This design comes from an exercise in tuning for small area, a short achievable clock period and few clock cycles on the open sky130 flow, not from production work. Only simulation tests tie the RTL to the original design; equivalence was not proved. No activity file was given, so power comes from the tool's default toggle rates.

==> design.v <==
module fscv (
    input  wire        clk,
    input  wire        rst,
    input  wire        bus_wr,
    input  wire [17:0] bus_addr,
    input  wire [31:0] bus_wdata,
    output reg  [31:0] bus_rdata,
    input  wire        rx_valid,
    input  wire [7:0]  rx_data,
    output wire        rx_ready,
    output wire        tx_valid,
    output reg  [7:0]  tx_data,
    input  wire        tx_ready,
    input  wire        tick,
    output wire        irq
);
    localparam integer CAP = 64;           
    localparam [7:0] OP_NOP   = 8'h00, OP_LCS  = 8'h01, OP_DCS   = 8'h02,
                     OP_PSTEP = 8'h03, OP_PCLR = 8'h04, OP_READ  = 8'h05,
                     OP_WRITE = 8'h06, OP_FIND = 8'h07, OP_ABORT = 8'h0F;
    localparam [3:0] E_OK = 4'd0, E_TIMEOUT = 4'd1, E_SHORT = 4'd2, E_LCS = 4'd3,
                     E_DCS = 4'd4, E_OVF = 4'd5, E_NOTFOUND = 4'd6, E_RANGE = 4'd7,
                     E_ILLEGAL = 4'd8, E_ABORTED = 4'd9;
    localparam [3:0] PH_IDLE = 4'd0, PH_SYNC = 4'd1, PH_LENH = 4'd2, PH_LENL = 4'd3,
                     PH_LCS = 4'd4, PH_ACKPOST = 4'd5, PH_PAY = 4'd6, PH_DCS = 4'd7,
                     PH_POST = 4'd8;
    localparam [1:0] TS_TAG = 2'd0, TS_TAG2 = 2'd1, TS_LEN = 2'd2;
    reg [511:0] txm;         
    reg [511:0] rxm;         
    reg        cfg_ie;
    reg [7:0]  cfg_marker;
    reg        busy, done, is_ack, bwe;
    reg [1:0]  sync;
    reg [3:0]  err;
    reg [3:0]  phase;
    reg [7:0]  op;
    reg        a_sel;        
    reg [7:0]  a_byte;       
    reg        p_ill;        
    reg        p_rng;        
    reg [31:0] deadline;
    reg [31:0] elapsed;
    reg [15:0] tx_len;
    reg [6:0]  tx_cnt;       
    reg [15:0] rx_len;
    reg [6:0]  rx_cnt;       
    reg [7:0]  lcs_rx, dcs_rx, post_rx, dcs_calc;
    reg [31:0] rx_total;
    reg [15:0] win_base;
    reg [15:0] win_len;
    reg [7:0]  res;
    reg [6:0]  tlv_off;      
    reg [7:0]  tlv_len;
    reg        tlv_found;
    reg [8:0]  eng_idx;      
    reg [7:0]  eng_acc;      
    reg [1:0]  tlv_st;       
    reg        tlv_hit;      
    reg [7:0]  tx_acc;       
    reg [7:0]  dmask;        
    reg        dlast;        
    reg        wr_act;       
    reg        rd_act;       
    reg        exp_r;        
    wire pend = p_ill | p_rng;
    wire [3:0] pend_code = p_ill ? E_ILLEGAL : E_RANGE;
    function [1:0] delta;
        input [1:0] s;
        input [7:0] b;
        begin
            if (b == 8'h00)
                delta = (s == 2'd1 || s == 2'd2) ? 2'd2 : 2'd1;
            else if (b == 8'hFF && s == 2'd2)
                delta = 2'd3;
            else
                delta = 2'd0;
        end
    endfunction
    wire [31:0] status_word = {8'd0, op, phase, err, 2'b00, sync, bwe, is_ack, done, busy};
    wire op_read  = (op == OP_READ);
    wire op_write = (op == OP_WRITE);
    wire op_dcs   = (op == OP_DCS);
    wire op_find  = (op == OP_FIND);
    wire expired  = exp_r;
    assign rx_ready = rd_act && !exp_r;
    assign tx_valid = wr_act;
    assign irq      = cfg_ie && done;
    wire [2:0]  ech      = eng_idx[5:3];
    reg  [63:0] tx_chunk, rx_chunk;
    integer c;
    always @(*) begin
        tx_chunk = 64'd0;
        rx_chunk = 64'd0;
        for (c = 0; c < 8; c = c + 1) begin
            tx_chunk = tx_chunk | ({64{ech == c}} & txm[c * 64 +: 64]);
            rx_chunk = rx_chunk | ({64{ech == c}} & rxm[c * 64 +: 64]);
        end
    end
    wire [63:0] chunk    = a_sel ? rx_chunk : tx_chunk;
    wire [7:0]  eng_byte = chunk[eng_idx[2:0] * 8 +: 8];
    wire [6:0] tlen7   = tx_len[6:0];
    wire [6:0] tend    = tlen7 + 7'd6;
    wire [6:0] tcn     = tx_cnt + 7'd1;
    wire       tx_pay  = (tx_cnt >= 7'd6) && (tx_cnt < tend);
    wire       tn_pay  = (tcn >= 7'd6) && (tcn < tend);
    wire [7:0] tx_acc_n = tx_pay ? tx_acc - tx_data : tx_acc;
    reg  [7:0] tx_next;
    always @(*) begin
        tx_next = 8'h00;
        if (tcn == 7'd2)
            tx_next = 8'hFF;
        else if (tcn == 7'd4)
            tx_next = tx_len[7:0];
        else if (tcn == 7'd5)
            tx_next = 8'd0 - tx_len[7:0];
        else if (tn_pay)
            tx_next = eng_byte;
        else if (tcn == tend)
            tx_next = tx_acc_n;
    end
    wire        reg_region = (bus_addr[17:16] == 2'd0);
    wire        txb_region = (bus_addr[17:16] == 2'd1);
    wire        rxb_region = (bus_addr[17:16] == 2'd2);
    wire        buf_inrange = (bus_addr[15:6] == 10'd0);
    wire [3:0]  buf_word = bus_addr[5:2];
    wire        reg_hit = reg_region && (bus_addr[15:7] == 9'd0);
    wire [4:0]  reg_idx = bus_addr[6:2];
    wire        txb_hit = txb_region && buf_inrange;
    wire        rxb_hit = rxb_region && buf_inrange;
    reg  [31:0] tx_word, rx_word, reg_word;
    integer k;
    always @(*) begin
        tx_word = 32'd0;
        rx_word = 32'd0;
        for (k = 0; k < 16; k = k + 1) begin
            tx_word = tx_word | ({32{buf_word == k}} & txm[k * 32 +: 32]);
            rx_word = rx_word | ({32{buf_word == k}} & rxm[k * 32 +: 32]);
        end
        case (reg_idx)
            5'd0:  reg_word = 32'h46530001;
            5'd1:  reg_word = {16'd0, cfg_marker, 7'd0, cfg_ie};
            5'd3:  reg_word = status_word;
            5'd4:  reg_word = deadline;
            5'd5:  reg_word = elapsed;
            5'd6:  reg_word = {16'd0, tx_len};
            5'd7:  reg_word = {25'd0, tx_cnt};
            5'd8:  reg_word = {16'd0, rx_len};
            5'd9:  reg_word = {25'd0, rx_cnt};
            5'd10: reg_word = {dcs_calc, post_rx, dcs_rx, lcs_rx};
            5'd11: reg_word = rx_total;
            5'd12: reg_word = {16'd0, win_base};
            5'd13: reg_word = {16'd0, win_len};
            5'd14: reg_word = {24'd0, res};
            5'd15: reg_word = {7'd0, tlv_found, tlv_len, 9'd0, tlv_off};
            5'd16: reg_word = 32'h00400040;     
            default: reg_word = 32'd0;
        endcase
        bus_rdata = ({32{reg_hit}} & reg_word) | ({32{txb_hit}} & tx_word) |
                    ({32{rxb_hit}} & rx_word);
    end
    wire [31:0] w = bus_wdata;
    reg         w_defined;
    always @(*) begin
        case (w[7:0])
            OP_NOP, OP_PCLR, OP_READ, OP_WRITE, OP_ABORT:
                     w_defined = (w[31:8] == 24'd0);
            OP_LCS:  w_defined = (w[31:24] == 8'd0);
            OP_DCS:  w_defined = (w[31:17] == 15'd0) && (w[15:8] == 8'd0);
            OP_PSTEP: w_defined = (w[31:16] == 16'd0);
            OP_FIND: w_defined = (w[31:17] == 15'd0);
            default: w_defined = 1'b0;
        endcase
    end
    wire [7:0]  win_end8  = {1'b0, win_base[6:0]} + {1'b0, win_len[6:0]};
    wire        win_bad   = (win_base[15:7] != 9'd0) || (win_len[15:7] != 9'd0) ||
                            (win_end8 > CAP);
    wire        txlen_bad = (tx_len > CAP);
    wire        w_range   = ((w[7:0] == OP_DCS || w[7:0] == OP_FIND) && win_bad) ||
                            (w[7:0] == OP_WRITE && txlen_bad);
    wire wr_reg   = bus_wr && reg_hit;
    wire wr_cfg   = wr_reg && reg_idx == 5'd1;
    wire wr_cmd   = wr_reg && reg_idx == 5'd2;
    wire wr_stat  = wr_reg && reg_idx == 5'd3;
    wire wr_dl    = wr_reg && reg_idx == 5'd4;
    wire wr_txlen = wr_reg && reg_idx == 5'd6;
    wire wr_wbase = wr_reg && reg_idx == 5'd12;
    wire wr_wlen  = wr_reg && reg_idx == 5'd13;
    wire wr_buf   = bus_wr && (txb_region || rxb_region);
    wire is_abort = (bus_wdata == 32'h0000000F);
    wire host_bw  = !rst && bus_wr && !busy && buf_inrange;
    wire rx_go    = busy && op_read && !pend && !expired && rx_valid;
    wire rx_store = !rst && rx_go && (phase == PH_PAY);
    genvar gi;
    generate
        for (gi = 0; gi < 16; gi = gi + 1) begin : g_txw
            always @(posedge clk)
                if (host_bw && txb_region && buf_word == gi)
                    txm[gi * 32 +: 32] <= bus_wdata;
        end
        for (gi = 0; gi < 64; gi = gi + 1) begin : g_rxb
            wire hw = host_bw && rxb_region && buf_word == gi / 4;
            wire sw = rx_store && rx_cnt[5:0] == gi;
            always @(posedge clk)
                if (hw || sw)
                    rxm[gi * 8 +: 8] <= busy ? rx_data : bus_wdata[(gi % 4) * 8 +: 8];
        end
    endgenerate
    wire [6:0] wend   = win_end8[6:0];
    wire [5:0] wlast  = wend[5:0] - 6'd1;            
    wire       wzero  = (win_len[6:0] == 7'd0);
    reg  [7:0] fmask, lmask;
    integer j;
    always @(*)
        for (j = 0; j < 8; j = j + 1) begin
            fmask[j] = (j >= win_base[2:0]);
            lmask[j] = (j <= wlast[2:0]);
        end
    wire       w_single = (win_base[5:3] == wlast[5:3]);
    wire [2:0] ech_n    = ech + 3'd1;
    wire       n_last   = (ech_n == wlast[5:3]);
    function [15:0] csa;         
        input [7:0] a, b, c;
        begin
            csa[7:0]  = a ^ b ^ c;
            csa[15:8] = {((a[6:0] & b[6:0]) | (a[6:0] & c[6:0]) | (b[6:0] & c[6:0])), 1'b0};
        end
    endfunction
    wire [7:0]  mb0 = chunk[7:0]   & {8{dmask[0]}};
    wire [7:0]  mb1 = chunk[15:8]  & {8{dmask[1]}};
    wire [7:0]  mb2 = chunk[23:16] & {8{dmask[2]}};
    wire [7:0]  mb3 = chunk[31:24] & {8{dmask[3]}};
    wire [7:0]  mb4 = chunk[39:32] & {8{dmask[4]}};
    wire [7:0]  mb5 = chunk[47:40] & {8{dmask[5]}};
    wire [7:0]  mb6 = chunk[55:48] & {8{dmask[6]}};
    wire [7:0]  mb7 = chunk[63:56] & {8{dmask[7]}};
    wire [7:0]  dsum = eng_acc + mb0 + mb1 + mb2 + mb3 + mb4 + mb5 + mb6 + mb7;
    reg        fin;
    reg [3:0]  fin_code;
    wire [1:0] s_next = delta(sync, rx_data);
    wire [8:0] i1     = eng_idx + 9'd1;
    wire [9:0] i_end  = {1'b0, i1} + {2'b00, eng_byte};
    wire [6:0] f_room = wend - eng_idx[6:0] - 7'd1;
    wire [7:0] lcs_w  = 8'd0 - (w[23:16] + w[15:8]);
    wire [7:0] lcs_rl = 8'd0 - (rx_len[15:8] + rx_len[7:0]);
    always @(posedge clk) begin
        fin      = 1'b0;
        fin_code = E_OK;
        if (rst) begin
            cfg_ie     <= 1'b0;
            cfg_marker <= 8'h5F;
            busy       <= 1'b0;
            done       <= 1'b0;
            is_ack     <= 1'b0;
            bwe        <= 1'b0;
            sync       <= 2'd0;
            err        <= E_OK;
            phase      <= PH_IDLE;
            op         <= 8'd0;
            deadline   <= 32'd1000;
            elapsed    <= 32'd0;
            tx_len     <= 16'd0;
            tx_cnt     <= 7'd0;
            rx_len     <= 16'd0;
            rx_cnt     <= 7'd0;
            lcs_rx     <= 8'd0;
            dcs_rx     <= 8'd0;
            post_rx    <= 8'd0;
            dcs_calc   <= 8'd0;
            rx_total   <= 32'd0;
            win_base   <= 16'd0;
            win_len    <= 16'd0;
            res        <= 8'd0;
            tlv_off    <= 7'd0;
            tlv_len    <= 8'd0;
            tlv_found  <= 1'b0;
            wr_act     <= 1'b0;
            rd_act     <= 1'b0;
            tx_data    <= 8'h00;
        end else begin
            if (wr_cfg) begin
                cfg_ie <= bus_wdata[0];
                if (!busy)
                    cfg_marker <= bus_wdata[15:8];
            end
            if (wr_stat) begin
                if (bus_wdata[1]) done <= 1'b0;
                if (bus_wdata[3]) bwe <= 1'b0;
            end
            if (busy) begin
                if (wr_dl || wr_txlen || wr_wbase || wr_wlen || wr_buf || (wr_cmd && !is_abort))
                    bwe <= 1'b1;
            end else begin
                if (wr_dl)    deadline <= bus_wdata;
                if (wr_txlen) tx_len   <= bus_wdata[15:0];
                if (wr_wbase) win_base <= bus_wdata[15:0];
                if (wr_wlen)  win_len  <= bus_wdata[15:0];
                if (wr_cmd && !is_abort) begin
                    busy     <= 1'b1;
                    done     <= 1'b0;
                    err      <= E_OK;
                    is_ack   <= 1'b0;
                    op       <= bus_wdata[7:0];
                    a_sel    <= bus_wdata[16];
                    a_byte   <= (bus_wdata[7:0] == OP_LCS) ? lcs_w : bus_wdata[15:8];
                    p_ill    <= !w_defined;
                    p_rng    <= w_defined && w_range;
                    if (w_defined && !w_range) begin
                        if (bus_wdata[7:0] == OP_READ) begin
                            phase    <= PH_SYNC;
                            sync     <= 2'd0;
                            elapsed  <= 32'd0;
                            rx_len   <= 16'd0;
                            rx_cnt   <= 7'd0;
                            lcs_rx   <= 8'd0;
                            dcs_rx   <= 8'd0;
                            post_rx  <= 8'd0;
                            dcs_calc <= 8'd0;
                            rx_total <= 32'd0;
                        end
                        if (bus_wdata[7:0] == OP_WRITE) begin
                            tx_cnt <= 7'd0;
                            tx_acc <= 8'd0;
                        end
                    end
                    eng_idx <= (bus_wdata[7:0] == OP_WRITE) ? 9'h1FB : {1'b0, win_base[7:0]};
                    eng_acc <= 8'hFF;
                    dmask   <= wzero ? 8'd0 : (fmask & (w_single ? lmask : 8'hFF));
                    dlast   <= wzero || w_single;
                    wr_act  <= (bus_wdata[7:0] == OP_WRITE) && w_defined && !w_range;
                    rd_act  <= (bus_wdata[7:0] == OP_READ) && w_defined && !w_range;
                    exp_r   <= (deadline == 32'd0);
                    tlv_st  <= TS_TAG;
                    tlv_hit <= 1'b0;
                end
            end
            if (busy) begin
                if (pend) begin
                    fin      = 1'b1;
                    fin_code = pend_code;
                end else begin
                    case (op)
                        OP_NOP: begin
                            fin = 1'b1;
                        end
                        OP_LCS: begin
                            res <= a_byte;
                            fin = 1'b1;
                        end
                        OP_PSTEP: begin
                            sync <= delta(sync, a_byte);
                            fin = 1'b1;
                        end
                        OP_PCLR: begin
                            sync <= 2'd0;
                            fin = 1'b1;
                        end
                        OP_DCS: begin
                            if (dlast) begin
                                res <= ~dsum;
                                fin = 1'b1;
                            end else begin
                                eng_acc <= dsum;
                                eng_idx[5:3] <= ech_n;
                                dmask   <= n_last ? lmask : 8'hFF;
                                dlast   <= n_last;
                            end
                        end
                        OP_FIND: begin
                            if (eng_idx >= {2'b00, wend}) begin
                                tlv_off   <= 7'd0;
                                tlv_len   <= 8'd0;
                                tlv_found <= 1'b0;
                                fin      = 1'b1;
                                fin_code = E_NOTFOUND;
                            end else begin
                                case (tlv_st)
                                    TS_TAG: begin
                                        tlv_hit <= (eng_byte != cfg_marker) && (eng_byte == a_byte);
                                        tlv_st  <= (eng_byte == cfg_marker) ? TS_TAG2 : TS_LEN;
                                        eng_idx <= i1;
                                    end
                                    TS_TAG2: begin
                                        tlv_st  <= TS_LEN;
                                        eng_idx <= i1;
                                    end
                                    default: begin
                                        if (tlv_hit) begin
                                            fin = 1'b1;
                                            if (eng_byte > {1'b0, f_room}) begin
                                                tlv_off   <= 7'd0;
                                                tlv_len   <= 8'd0;
                                                tlv_found <= 1'b0;
                                                fin_code = E_NOTFOUND;
                                            end else begin
                                                tlv_off   <= i1[6:0];
                                                tlv_len   <= eng_byte;
                                                tlv_found <= 1'b1;
                                            end
                                        end else begin
                                            eng_idx <= i_end[8:0];
                                            tlv_st  <= TS_TAG;
                                        end
                                    end
                                endcase
                            end
                        end
                        OP_READ: begin
                            if (expired) begin
                                fin = 1'b1;
                                fin_code = (phase == PH_LENH || phase == PH_LENL || phase == PH_LCS)
                                           ? E_SHORT : E_TIMEOUT;
                            end else begin
                                if (rx_valid) begin
                                    if (rx_total != 32'hFFFFFFFF)
                                        rx_total <= rx_total + 32'd1;
                                    case (phase)
                                        PH_SYNC: begin
                                            sync <= s_next;
                                            if (s_next == 2'd3)
                                                phase <= PH_LENH;
                                        end
                                        PH_LENH: begin
                                            rx_len <= {rx_data, 8'h00};
                                            phase  <= PH_LENL;
                                        end
                                        PH_LENL: begin
                                            rx_len[7:0] <= rx_data;
                                            phase <= PH_LCS;
                                        end
                                        PH_LCS: begin
                                            lcs_rx <= rx_data;
                                            if (rx_len == 16'd0 && rx_data == 8'hFF)
                                                phase <= PH_ACKPOST;
                                            else if (rx_data != lcs_rl) begin
                                                fin = 1'b1;
                                                fin_code = E_LCS;
                                            end else if (rx_len > CAP) begin
                                                fin = 1'b1;
                                                fin_code = E_OVF;
                                            end else if (rx_len == 16'd0)
                                                phase <= PH_DCS;
                                            else
                                                phase <= PH_PAY;
                                        end
                                        PH_ACKPOST: begin
                                            post_rx <= rx_data;
                                            is_ack  <= 1'b1;
                                            fin = 1'b1;
                                        end
                                        PH_PAY: begin
                                            dcs_calc <= dcs_calc - rx_data;
                                            rx_cnt   <= rx_cnt + 7'd1;
                                            if (rx_cnt + 7'd1 == rx_len[6:0])
                                                phase <= PH_DCS;
                                        end
                                        PH_DCS: begin
                                            dcs_rx <= rx_data;
                                            phase  <= PH_POST;
                                        end
                                        PH_POST: begin
                                            post_rx <= rx_data;
                                            fin = 1'b1;
                                            fin_code = (dcs_rx == dcs_calc) ? E_OK : E_DCS;
                                        end
                                        default: ;
                                    endcase
                                end
                                if (tick && !fin && !(wr_cmd && is_abort)) begin
                                    elapsed <= elapsed + 32'd1;
                                    if (elapsed + 32'd1 == deadline)
                                        exp_r <= 1'b1;
                                end
                            end
                        end
                        OP_WRITE: begin
                            if (tx_ready) begin
                                tx_cnt  <= tcn;
                                eng_idx <= i1;
                                tx_acc  <= tx_acc_n;
                                tx_data <= tx_next;
                                if (tx_cnt == tend + 7'd1)
                                    fin = 1'b1;
                            end
                        end
                        default: begin
                            fin = 1'b1;
                        end
                    endcase
                end
                if (wr_cmd && is_abort && !fin) begin
                    fin      = 1'b1;
                    fin_code = E_ABORTED;
                end
                if (fin) begin
                    busy    <= 1'b0;
                    done    <= 1'b1;
                    err     <= fin_code;
                    wr_act  <= 1'b0;
                    rd_act  <= 1'b0;
                    tx_data <= 8'h00;
                end
            end
        end
    end
endmodule
==> flow/run.sh <==
#!/bin/bash
# The standard layout (the standard.sh: standard synthesis, floorplan,
# placement, routing) with two changes:
#  - clock tree synthesis builds larger sink clusters and inserts no dummy
#    loads, so the clock tree takes less area;
#  - the port buffers are plain buffers (buf_4), which timing repair can size,
#    instead of the delay cells the default choice picks for the outputs.
set -euo pipefail
CTS="-sink_clustering_enable -repair_clock_nets -dont_use_dummy_load -sink_clustering_size 25 -sink_clustering_max_diameter 90"
PORTS="-inputs -outputs -buffer_cell sky130_fd_sc_hd__buf_4"
bash standard.sh "CTS_ARGS=$CTS" "BUFFER_PORTS_ARGS=$PORTS" finish > standard.log 2>&1
==> standard.sh <==
#!/bin/bash
# synth_recipe.tcl (not shown) runs the flow's synth.tcl, then flattens the netlist and writes it again
# the make line also repeats each setting of config.mk as NAME=value (left out here)
make -C /OpenROAD-flow-scripts/flow DESIGN_CONFIG=/design/flow/config.mk WORK_HOME=/design/flow/orfs CLKGATE_MAP_FILE= SYNTH_SCRIPT=/design/flow/synth_recipe.tcl "${@:-finish}"
==> config.mk <==
export PLATFORM = sky130hd
export DESIGN_NAME = fscv
export DESIGN_NICKNAME = fscv
export VERILOG_FILES = /design/flow/design.v
export SDC_FILE = /design/flow/constraint.sdc
export NUM_CORES = 4
export LEC_CHECK = 0
export CAP_MARGIN = 20
export CORE_MARGIN = 2
export CORE_UTILIZATION = 50
export PLACE_DENSITY = 0.6
export SETUP_SLACK_MARGIN = 4.3
export SLEW_MARGIN = 20
export TNS_END_PERCENT = 0
==> constraint.sdc <==
create_clock -name core_clock -period 10.0 [get_ports {clk}]
set_input_delay 2.0000 -clock core_clock [delete_from_list [all_inputs] [get_ports {clk}]]
set_output_delay 2.0000 -clock core_clock [all_outputs]
set_load 0.01 [all_outputs]
==> impl_metrics.py, run 1 <==
metrics = {
    "power": {
        "p_int_mw": 7.88,
        "p_comb_frac": 0.163,
        "switching_share": 0.275,
        "power_density_nw_per_um2": 140,
        "p_clk_frac": 0.281,
        "p_seq_frac": 0.555,
        "total_power_mw": 10.9,
        "p_leak_nw": 25.6,
        "p_sw_mw": 3.00,
        "peakVddDrop_v": 0.000186,
    },
    "setup_path": {
        "end_kind": "primary output",
        "reg2reg_slack_ns": 3.56,
        "r2r_start": "eng_idx[3]",
        "worstRegToRegCells": 26,
        "startpoint": "bus_addr[3]",
        "cp-start-kind": "primary input",
        "crit_fanout": 8,
        "worstPathArrival_ns": 4.61,
        "path_class": "primary input to primary output",
        "r2r-end": "res[7]",
        "required_ns": 8.00,
    },
    "status": {
        "status": "finished clean",
    },
    "clock_tree": {
        "h-tree-depth": 3,
        "cts_tree": "built",
        "cts_made_buffers": 68,
        "cts_root_buf": "clkbuf_16",
        "clk_pin_slew_worst_paths_ns": 0.11,
        "clock_sinks": 1344,
        "clkLatencyLatePin_ns": 0.77,
        "cts.path.max_buffers": 3,
    },
    "logic_synthesis": {
        "syn_area_um2": 68200,
        "synth_area_leaders": "edfxtp_1 (47%), dfxtp_1 (8.0%), a22oi_1 (5.0%), a221oi_1 (4.1%), a21oi_1 (2.8%)",
        "syn_inst": 6113,
        "synth_edf_count": 1073,
        "synth_fp_nets": 6356,
        "synth_warnings": 1,
        "synth-seq-area-share": 0.552,
        "synthFlopType": "edfxtp_1",
        "synthDistinctLibCells": 91,
        "synth_seq_cells": 1344,
        "yosysTopAreaCellShare": 0.473,
        "synth_area_leader_cell": "edfxtp_1",
        "async_reset_ff_frac": 0,
        "syn_avg_cell_area_um2": 11.1,
    },
    "timing": {
        "finalCriticalPeriod_ns": 6.61,
        "finalClockSkew_ns": 0.105,
        "maxSlewViolCount": 0,
        "relSlewSlack": 0.158,
        "setup-violations-final": 0,
        "rsz0062_at_grt": "yes",
        "worst_slew_pin_slew_ns": 1.26,
        "hold_viol": 0,
        "finalCritPeriodShare": 0.661,
        "fin_setup_tns_ns": 0,
        "max_freq_mhz": 151,
    },
    "detailed_routing": {
        "via_per_inst": 7.75,
        "route.detailed.drc": 0,
        "routed_wl_um": 343000,
        "wl_per_cell_um": 42.6,
        "drt_iter0_markers": 11900,
        "ant_nets": 0,
        "first_pass_iters": 9,
        "dr_total_vias": 62300,
    },
    "min_path": {
        "hold_end": "tlv_len[1]",
        "hold_start": "tlv_len[1]",
        "whs_path_depth": 2,
        "hp-class": "register to register",
    },
    "die": {
        "dieArea_um2": 139000,
        "coreArea_um2": 135000,
        "io_pins": 107,
        "die_w_um": 373,
        "die-height_um": 373,
        "rows": 135,
        "start_util": 0.504,
    },
    "global_route": {
        "grt-ovfl-total": 0,
        "grt_pass1_vias": 57600,
        "antenna_found_initial": 32,
        "grt_pass1_wl_um": 462000,
        "track_usage": 0.476,
        "grt_max_degree": 124,
    },
    "cells_and_area": {
        "nFillCells": 11400,
        "post-route-util": 0.575,
        "fin_area_um2": 77800,
        "nets": 6481,
        "layout_commonest_cell": "edfxtp_1",
        "most-common-layout-cells": "edfxtp_1 (1073), a22oi_1 (452), nand2_1 (433)",
        "drive_above_1_share": 0.140,
        "area_delta_synth_final_pct": 14.1,
    },
    "job": {
        "cap_violations": 0,
    },
    "placement": {
        "dp_hpwl_um": 209000,
        "place_congestion": 1.07,
        "port_buffers": 104,
        "placed_area_um2": 71900,
    },
}
-- synth_stat cells, types with 27 or more instances --
master / count
edfxtp_1: 1073
a22oi_1: 455
nand2_1: 442
a21oi_1: 383
clkbuf_1: 336
a221oi_1: 322
nor2_1: 310
dfxtp_1: 271
o21ai_0: 251
nand3_1: 237
inv_1: 220
a22o_1: 192
ha_1: 127
xnor2_1: 126
a221o_1: 115
o22ai_1: 99
nand4_1: 80
xor2_1: 79
buf_1: 75
nor3_1: 59
buf_2: 58
fa_1: 52
a31oi_1: 51
nand3b_1: 49
and3_1: 44
nor2b_1: 44
nor4_1: 44
or3_1: 44
o2111ai_1: 42
o211ai_1: 40
mux2i_1: 37
a222oi_1: 30
and2_1: 27
o221ai_1: 27
or2_2: 27
-- worst max-delay path by stage --
stage	end	depth (start not counted)	slack [ns]
after floorplan	res[7]	28	4.24
after global placement	res[6]	24	2.39
after detailed placement	res[6]	23	2.39
after CTS	bus_rdata[3]	9	3.76
after global routing	res[7]	27	3.45
final	bus_rdata[0]	13	3.39
-- sequential cells by signal (all words and copies together), names as in the netlist, 9 cells and up --
register,count
tx_len,16
rx_total,32
elapsed,32
rx_len,16
eng_idx,9
txm,512
deadline,32
win_len,16
win_base,16
rxm,512
-- logic make-up after synthesis --
group	count (synthesis)	synth area share
AO/OA/AOI/OAI	2164	0.230
AND/OR/NAND/NOR	1476	0.105
flip-flops	1344	0.552
buffers and inverters	699	0.0400
XOR/XNOR	207	0.0269
adder cells (fa/ha/maj)	179	0.0386
multiplexers	44	0.00676
-- metrics by stage --
step / hold slack [ns] / cells / setup WS, ns
3_5_place_dp: 0.447 / 7756 / 2.39
4_1_cts: 0.463 / 7966 / 3.76
6_report: 0.463 / 8037 / 3.39
2_1_floorplan: 0.421 / 6113 / 4.24
5_1_grt: 0.475 / 8020 / 3.45
3_3_place_gp: 0.441 / 7754 / 2.39
-- per-layer routing --
layer  track usage  vias to the layer above  share of wire
met1         0.575                    30300           0.34
met2         0.673                     5912           0.41
li1              -                    24300              -
met3         0.202                     1648           0.16
met5       0.00961                        -         0.0016
met4         0.356                       46          0.095
-- area by class of cell --
| class | instances | area, um2 | area share |
|---|---|---|---|
| Tap cell | 1781 | 2230 | 0.0287 |
| Antenna cell | 20 | 50.0 | 0.000644 |
| Clock buffer | 68 | 1700 | 0.0219 |
| Multi-Input combinational cell | 4074 | 29400 | 0.379 |
| Inverter | 223 | 842 | 0.0108 |
| Timing Repair Buffer | 527 | 5860 | 0.0754 |
| Sequential cell | 1344 | 37600 | 0.484 |
-- critical path: stages --
cell	delay, ns
buf_16	0.13
nand2b_4	0.19
buf_12	0.11
nor3_4	0.04
buf_6	0.16
buf_4	0.18
nand2_1	0.10
o21ai_0	0.15
a221oi_4	0.50
a31oi_1	0.15
o21ai_1	0.47
o211ai_1	0.20
buf_4	0.20
-- repair_timing --
action / CTS / global route
resized for setup: 317 / 42
gates cloned: 29 / 2
endpoints found under the hold margin: 0 / 0
pin swaps: 63 / 19
setup buffers: 113 / 48
hold buffers: 0 / 0
endpoints found under the setup margin: 79 / 78
-- power by group through the flow --
stage                     logic, mW  clock network [mW]  registers (mW)
after global routing           1.81                3.20            6.04
after global placement         1.44                   0            6.17
final                          1.77                3.06            6.04
after floorplan               0.838                   0            6.16
after CTS                      1.62                3.03            6.04
after detailed placement       1.44                   0            6.17
Testbench counts, summed over its fixed seeds: cycles 27,616.
==> inputs of run 2 (changes only) <==
--- a/config.mk
+++ b/config.mk
@@ -9,6 +9,6 @@
 export CORE_MARGIN = 2
 export CORE_UTILIZATION = 50
 export PLACE_DENSITY = 0.6
-export SETUP_SLACK_MARGIN = 4.3
+export SETUP_SLACK_MARGIN = 4.0
 export SLEW_MARGIN = 20
 export TNS_END_PERCENT = 0
==> run 2 against run 1 <==
Net effect:
- still clean on timing, DRC and antenna
- first-iteration DRC count grew 7.1%
- cell count is essentially flat
- non-clock buffer count grew 17
- area after synthesis is the same
- global-route usage shrank 0.084 points
- combinational power is essentially flat
- die area is the same
- count of clock-buffer cells in the layout is the same
- sequential power is essentially flat
- via count grew 0.46%
- critical endpoint is now bus_rdata[20]
- highest routed layer unchanged
==> impl_metrics.py, run 2 <==
metrics = {
    "status": {
        "status": "finished clean",
    },
    "detailed_routing": {
        "wl_per_cell_um": 43.0,
        "routed_wl_um": 346000,
        "drt_iter0_markers": 12700,
        "route.detailed.drc": 0,
        "via_per_inst": 7.78,
        "ant_nets": 0,
        "first_pass_iters": 11,
        "dr_total_vias": 62600,
    },
    "timing": {
        "relSlewSlack": 0.104,
        "setup-violations-final": 0,
        "fin_hold_ws_ns": 0.453,
        "hold_viol": 0,
        "finalClockSkew_ns": 0.0941,
        "rsz0062_at_grt": "yes",
        "max_freq_mhz": 150,
        "maxSlewViolCount": 0,
        "fin_setup_tns_ns": 0,
        "worst_slew_pin_slew_ns": 1.34,
        "finalCritPeriodShare": 0.669,
        "finalCriticalPeriod_ns": 6.69,
    },
    "die": {
        "start_util": 0.504,
        "coreArea_um2": 135000,
        "die-height_um": 373,
        "die_w_um": 373,
        "dieArea_um2": 139000,
        "rows": 135,
        "io_pins": 107,
    },
    "global_route": {
        "track_usage": 0.475,
        "grt_pass1_vias": 56700,
        "grt_max_degree": 86,
        "antenna_found_initial": 32,
        "grt_pass1_wl_um": 460000,
        "grt-ovfl-total": 0,
    },
    "cells_and_area": {
        "layout_commonest_cell": "edfxtp_1",
        "drive_above_1_share": 0.143,
        "reg_top3": "rxm: 512 flops, txm: 512 flops",
        "most-common-layout-cells": "edfxtp_1 (1073), a22oi_1 (450), nand2_1 (432)",
        "nets": 6496,
        "nFillCells": 11300,
        "area_delta_synth_final_pct": 14.1,
        "regArea_um2": 37600,
        "multi_input_area_um2": 29300,
    },
    "logic_synthesis": {
        "synthFlopType": "edfxtp_1",
        "synth_mux_area_frac": 0.00676,
        "yosysMostFrequentCell": "edfxtp_1",
        "synth_top_family_by_area": "compound AO/OA/AOI/OAI gates",
        "yosysTopAreaCellShare": 0.473,
        "synth_area_leader_cell": "edfxtp_1",
        "synth_compound_area_frac": 0.230,
        "synth-xor-area-share": 0.0269,
        "syn_inst": 6113,
        "synthTopCellsByCount": "edfxtp_1 (1073), a22oi_1 (455), nand2_1 (442), a21oi_1 (383), clkbuf_1 (336)",
        "synth_edf_count": 1073,
        "synth_seq_cells": 1344,
        "synth_area_leaders": "edfxtp_1 (47%), dfxtp_1 (8.0%), a22oi_1 (5.0%), a221oi_1 (4.1%), a21oi_1 (2.8%)",
        "synth_fp_nets": 6356,
        "async_reset_ff_frac": 0,
        "synth_warnings": 1,
        "yosys.area_share.simple": 0.105,
        "syn_avg_cell_area_um2": 11.1,
        "syn_area_um2": 68200,
        "synth_fa_ha_area_frac": 0.0386,
        "synthDistinctLibCells": 91,
        "synth-seq-area-share": 0.552,
    },
    "setup_path": {
        "crit_fanout": 8,
        "end_kind": "primary output",
        "worstPathArrival_ns": 4.69,
        "path_class": "primary input to primary output",
        "required_ns": 8.00,
        "cp-start-kind": "primary input",
    },
    "placement": {
        "port_buffers": 104,
        "dp_hpwl_um": 209000,
        "place_congestion": 1.04,
    },
    "clock_tree": {
        "cts.path.max_buffers": 3,
        "clkLatencyLatePin_ns": 0.76,
        "clock_sinks": 1344,
        "hold_buffers": 0,
        "cts_tree": "built",
        "h-tree-depth": 3,
        "cts_root_buf": "clkbuf_16",
        "clk_pin_slew_worst_paths_ns": 0.08,
        "cts_made_buffers": 68,
    },
    "job": {
        "cap_violations": 0,
    },
    "min_path": {
        "hp-class": "register to register",
    },
    "power": {
        "peakVddDrop_v": 0.000135,
        "power_density_nw_per_um2": 140,
        "p_leak_nw": 25.6,
        "total_power_mw": 10.9,
    },
}
## run 2: cell counts after synthesis
No cell type changed its count.
## run 2: power by group
part | internal, mW | total (mW) | switching [mW] | leakage (nW)
clock network | 1.22 | 3.06 | 1.83 | 0.838
logic | 0.636 | 1.80 | 1.17 | 12.9
registers | 6.03 | 6.04 | 0.0138 | 11.9
## run 2: per-layer routing
metal,track usage,vias to the layer above,part of all wire
li1,-,24300,-
met1,0.574,30400,0.33
met2,0.661,6072,0.40
met3,0.212,1744,0.17
met4,0.362,37,0.098
met5,0.00480,-,0.0019
## run 2: critical path, cell delays in order
cell	delay, ns
buf_16	0.13
nand2b_4	0.18
nor3_4	0.58
buf_16	0.25
buf_4	0.27
a221oi_1	0.13
and3_1	0.18
a31oi_1	0.45
a221o_1	0.34
buf_4	0.17
## run 2: worst paths after layout
| path | start | to | slack [ns] | depth (start not counted) |
|---|---|---|---|---|
| worst min-delay path | tlv_len[3] | tlv_len[3] | 0.45 | 2 |
| worst min register to register | tlv_len[3] | tlv_len[3] | 0.45 | 2 |
| worst max-delay path | bus_addr[3] | bus_rdata[20] | 3.31 | 10 |
| worst max register to register | eng_idx[4] | eng_acc[7] | 3.57 | 21 |
## run 2: area by class of cell
class,count,area share
Sequential cell,1344,0.484
Timing Repair Buffer,544,0.0765
Multi-Input combinational cell,4072,0.377
Antenna cell,11,0.000354
Tap cell,1781,0.0287
Clock buffer,68,0.0219
Inverter,223,0.0108
## run 2: through the flow
stage               worst slack, ns   util  cells  cell area [um2]
floorplan                      4.07      -   6113            68200
global placement               2.36  0.531   7777            71900
detailed placement             2.39  0.532   7779            71900
CTS                            3.57  0.564   7978            76400
global route                   3.49  0.574   8032            77700
finish                         3.31  0.575   8043            77700
## run 2: kinds of logic (layout without fill, tap and decap cells)
group	count (synthesis)	in the layout
XOR/XNOR	207	207
AND/OR/NAND/NOR	1476	1478
flip-flops	1344	1344
buffers and inverters	699	835
adder cells (fa/ha/maj)	179	179
AO/OA/AOI/OAI	2164	2164
multiplexers	44	44
other	0	11
## run 2: repair_timing
item / CTS / global route
endpoints found under the setup margin: 69 / 80
setup buffers: 105 / 43
gates cloned: 26 / 10
pin swaps: 39 / 58
resized for setup: 219 / 128
endpoints found under the hold margin: 0 / 0
==> inputs of run 3 (changes only) <==
--- a/config.mk
+++ b/config.mk
@@ -7,8 +7,8 @@
 export LEC_CHECK = 0
 export CAP_MARGIN = 20
 export CORE_MARGIN = 2
-export CORE_UTILIZATION = 50
+export CORE_UTILIZATION = 40
 export PLACE_DENSITY = 0.6
-export SETUP_SLACK_MARGIN = 4.0
+export SETUP_SLACK_MARGIN = 4.3
 export SLEW_MARGIN = 20
 export TNS_END_PERCENT = 0
==> run 3 against run 2 <==
Net effect:
- worst setup slack gained 0.029 ns
- non-clock buffer count down 58
- cell count grew 4.8%
- clock skew up 0.056 ns
- routed wire length grew 0.11%
- cell area is 0.33% higher
- total power fell by 0.13%
- maximum frequency increased by 0.43%
- via count grew 0.17%
- clock power hardly changed
==> impl_metrics.py, run 3 <==
metrics = {
    "logic_synthesis": {
        "async_reset_ff_frac": 0,
        "syn_area_um2": 68200,
        "syn_avg_cell_area_um2": 11.1,
        "synth_area_leaders": "edfxtp_1 (47%), dfxtp_1 (8.0%), a22oi_1 (5.0%), a221oi_1 (4.1%), a21oi_1 (2.8%)",
        "synth-seq-area-share": 0.552,
        "synthFlopType": "edfxtp_1",
        "synthTopCellsByCount": "edfxtp_1 (1073), a22oi_1 (455), nand2_1 (442), a21oi_1 (383), clkbuf_1 (336)",
        "synth_fp_nets": 6356,
        "syn_inst": 6113,
        "yosysTopAreaCellShare": 0.473,
        "synth_seq_cells": 1344,
        "synth_area_leader_cell": "edfxtp_1",
        "synthDistinctLibCells": 91,
        "synth_warnings": 1,
        "synth_edf_count": 1073,
        "yosysMostFrequentCell": "edfxtp_1",
    },
    "clock_tree": {
        "clk_pin_slew_worst_paths_ns": 0.07,
        "cts.path.max_buffers": 3,
        "cts_tree": "built",
        "cts_root_buf": "clkbuf_16",
        "cts_made_buffers": 68,
        "clock_sinks": 1344,
        "clkLatencyLatePin_ns": 0.78,
        "h-tree-depth": 3,
        "hold_buffers": 0,
    },
    "global_route": {
        "grt-ovfl-total": 0,
        "antenna_found_initial": 31,
        "grt_pass1_vias": 56900,
        "grt_pass1_wl_um": 459000,
        "track_usage": 0.377,
        "grt_max_degree": 129,
    },
    "die": {
        "die-height_um": 417,
        "dieArea_um2": 174000,
        "io_pins": 107,
        "rows": 151,
        "coreArea_um2": 169000,
        "die_w_um": 417,
        "start_util": 0.403,
    },
    "setup_path": {
        "end_kind": "primary output",
        "path_cells": "buf_12, nand2b_4, nor2_4, buf_6, buf_4, a22o_1, a221oi_2, nand4_1, a32oi_2, nand2_2, buf_4",
        "critPathTopFamily": "simple AND/OR/NAND/NOR gates",
        "crit_fanout": 16,
        "crit_top_cell": "buf_4",
        "crit_buf_inv": 4,
        "worstPathArrival_ns": 4.66,
        "required_ns": 8.00,
        "cp-start-kind": "primary input",
        "slowest_stage": "a32oi_2",
        "path_class": "primary input to primary output",
        "cpPeakStageDelay_ns": 0.47,
    },
    "cells_and_area": {
        "drive_above_1_share": 0.139,
        "most-common-layout-cells": "edfxtp_1 (1073), a22oi_1 (452), nand2_1 (434)",
        "fin_cells": 8427,
        "post-route-util": 0.461,
        "reg_top3": "rxm: 512 flops, txm: 512 flops",
        "area_delta_synth_final_pct": 14.4,
        "layout_commonest_cell": "edfxtp_1",
        "nets": 6436,
        "fin_area_um2": 78000,
    },
    "placement": {
        "place_congestion": 1.05,
        "placed_area_um2": 72500,
        "dp_hpwl_um": 210000,
        "placed_cells": 8184,
        "port_buffers": 104,
        "pre_cts_ws_ns": 2.50,
    },
    "timing": {
        "rsz0062_at_grt": "yes",
        "max_freq_mhz": 150,
        "finalCritPeriodShare": 0.666,
        "hold_viol": 0,
        "fin_hold_ws_ns": 0.456,
        "maxSlewViolCount": 0,
        "relSlewSlack": 0.194,
        "fin_setup_tns_ns": 0,
        "setup-violations-final": 0,
        "worst_slew_pin_slew_ns": 1.21,
        "setup_ws_ns": 3.34,
        "finalCriticalPeriod_ns": 6.66,
        "finalClockSkew_ns": 0.150,
    },
    "detailed_routing": {
        "drt_iter0_markers": 13100,
        "wl_per_cell_um": 41.1,
        "route.detailed.drc": 0,
        "via_per_inst": 7.44,
        "routed_wl_um": 346000,
        "dr_total_vias": 62700,
        "first_pass_iters": 9,
        "ant_nets": 0,
    },
    "power": {
        "total_power_mw": 10.9,
        "peakVddDrop_v": 0.000131,
        "power_density_nw_per_um2": 140,
        "p_leak_nw": 25.4,
    },
    "min_path": {
        "hp-class": "register to register",
    },
    "job": {
        "cap_violations": 0,
    },
    "status": {
        "status": "finished clean",
    },
}
==> run 3: cell counts after synthesis <==
No cell type changed its count.
==> run 3: report_power, final <==
part	total [mW]	switching [mW]	internal [mW]
clock network	3.06	1.84	1.22
registers	6.04	0.0139	6.03
logic	1.78	1.16	0.624
total	10.9	3.01	7.87
==> run 3: metal layers <==
layer	vias to the layer above	track usage	part of all wire
met5	-	0.0158	0.0017
met4	30	0.246	0.086
met3	1581	0.159	0.17
met2	6096	0.532	0.40
met1	30700	0.470	0.34
li1	24300	-	-
==> run 3: cell type report <==
cell class	instances	area, um2
antenna	18	45.0
clock buffer	68	1700
fill	15400	91300
inverter	223	840
multi-input combinational	4070	29500
sequential	1344	37600
tap	2218	2780
timing repair buffer	486	5520
==> run 3: worst register-to-register path: cells and delay by family, from the launching register on <==
kind | cells | cell delay, ns
xor gates and xnor gates | 7 | 1.47
buffers and inverters | 4 | 0.74
AOI/OAI and AO/OA | 4 | 1.22
DFF | 1 | 0.47
and+or+nand+nor | 1 | 0.12
adders and majority gates | 6 | 2.28
==> run 3: worst paths after layout <==
kind | startpoint | endpoint | slack, ns | cells after the start
setup / recovery | bus_addr[5] | bus_rdata[9] | 3.34 | 11
hold / removal | wr_act | wr_act | 0.46 | 2
setup reg to reg | eng_idx[3] | eng_acc[7] | 3.61 | 22
hold reg to reg | wr_act | wr_act | 0.46 | 2
==> run 3: what timing repair did <==
| action | in CTS | in global routing |
|---|---|---|
| pin swaps | 61 | 47 |
| setup endpoints to repair | 85 | 119 |
| setup buffers | 94 | 24 |
| gates resized for setup | 221 | 91 |
| gates cloned | 24 | 14 |
==> run 3: cell families (layout without fill, tap and decap cells) <==
group / Yosys count / count (layout) / synth area share
buffers and inverters: 699 / 777 / 0.0400
other: 0 / 18 / 0
adders and majority gates: 179 / 179 / 0.0386
and+or+nand+nor: 1476 / 1476 / 0.105
muxes: 44 / 44 / 0.00676
DFF: 1344 / 1344 / 0.552
AOI/OAI and AO/OA: 2164 / 2164 / 0.230
xor gates and xnor gates: 207 / 207 / 0.0269

==> re-timing with driven ports <==
In the flow no input, the clock included, has a driving cell. The finished layouts below were timed again as built, in two steps. Step 1, drivers: a clkbuf_16 drives clk and a buf_2 each remaining input, both assumed. Step 2 adds t to the input delays and takes it off the output delays; t is the mean of the earliest and latest rising clock arrival at the registers after step 1. Input paths then give back, and output paths get back, about the clock's delay inside the block. Three values: ideal ports, drivers, drivers and shift; two values: the first two.
run | t, ns | setup WS [ns] | clock arrival spread, ns
run 1 | 0.801 | 3.391 / 3.130 / 3.130 | 0.107 / 0.107
run 2 | 0.803 | 3.313 / 3.131 / 3.131 | 0.094 / 0.094
run 3 | 0.790 | 3.341 / 3.214 / 3.214 | 0.151 / 0.150
After both steps every run listed still meets setup and hold. The setup slack of run 1, which loses most, moves by -0.261 ns with the drivers and by -0.261 ns with both steps.
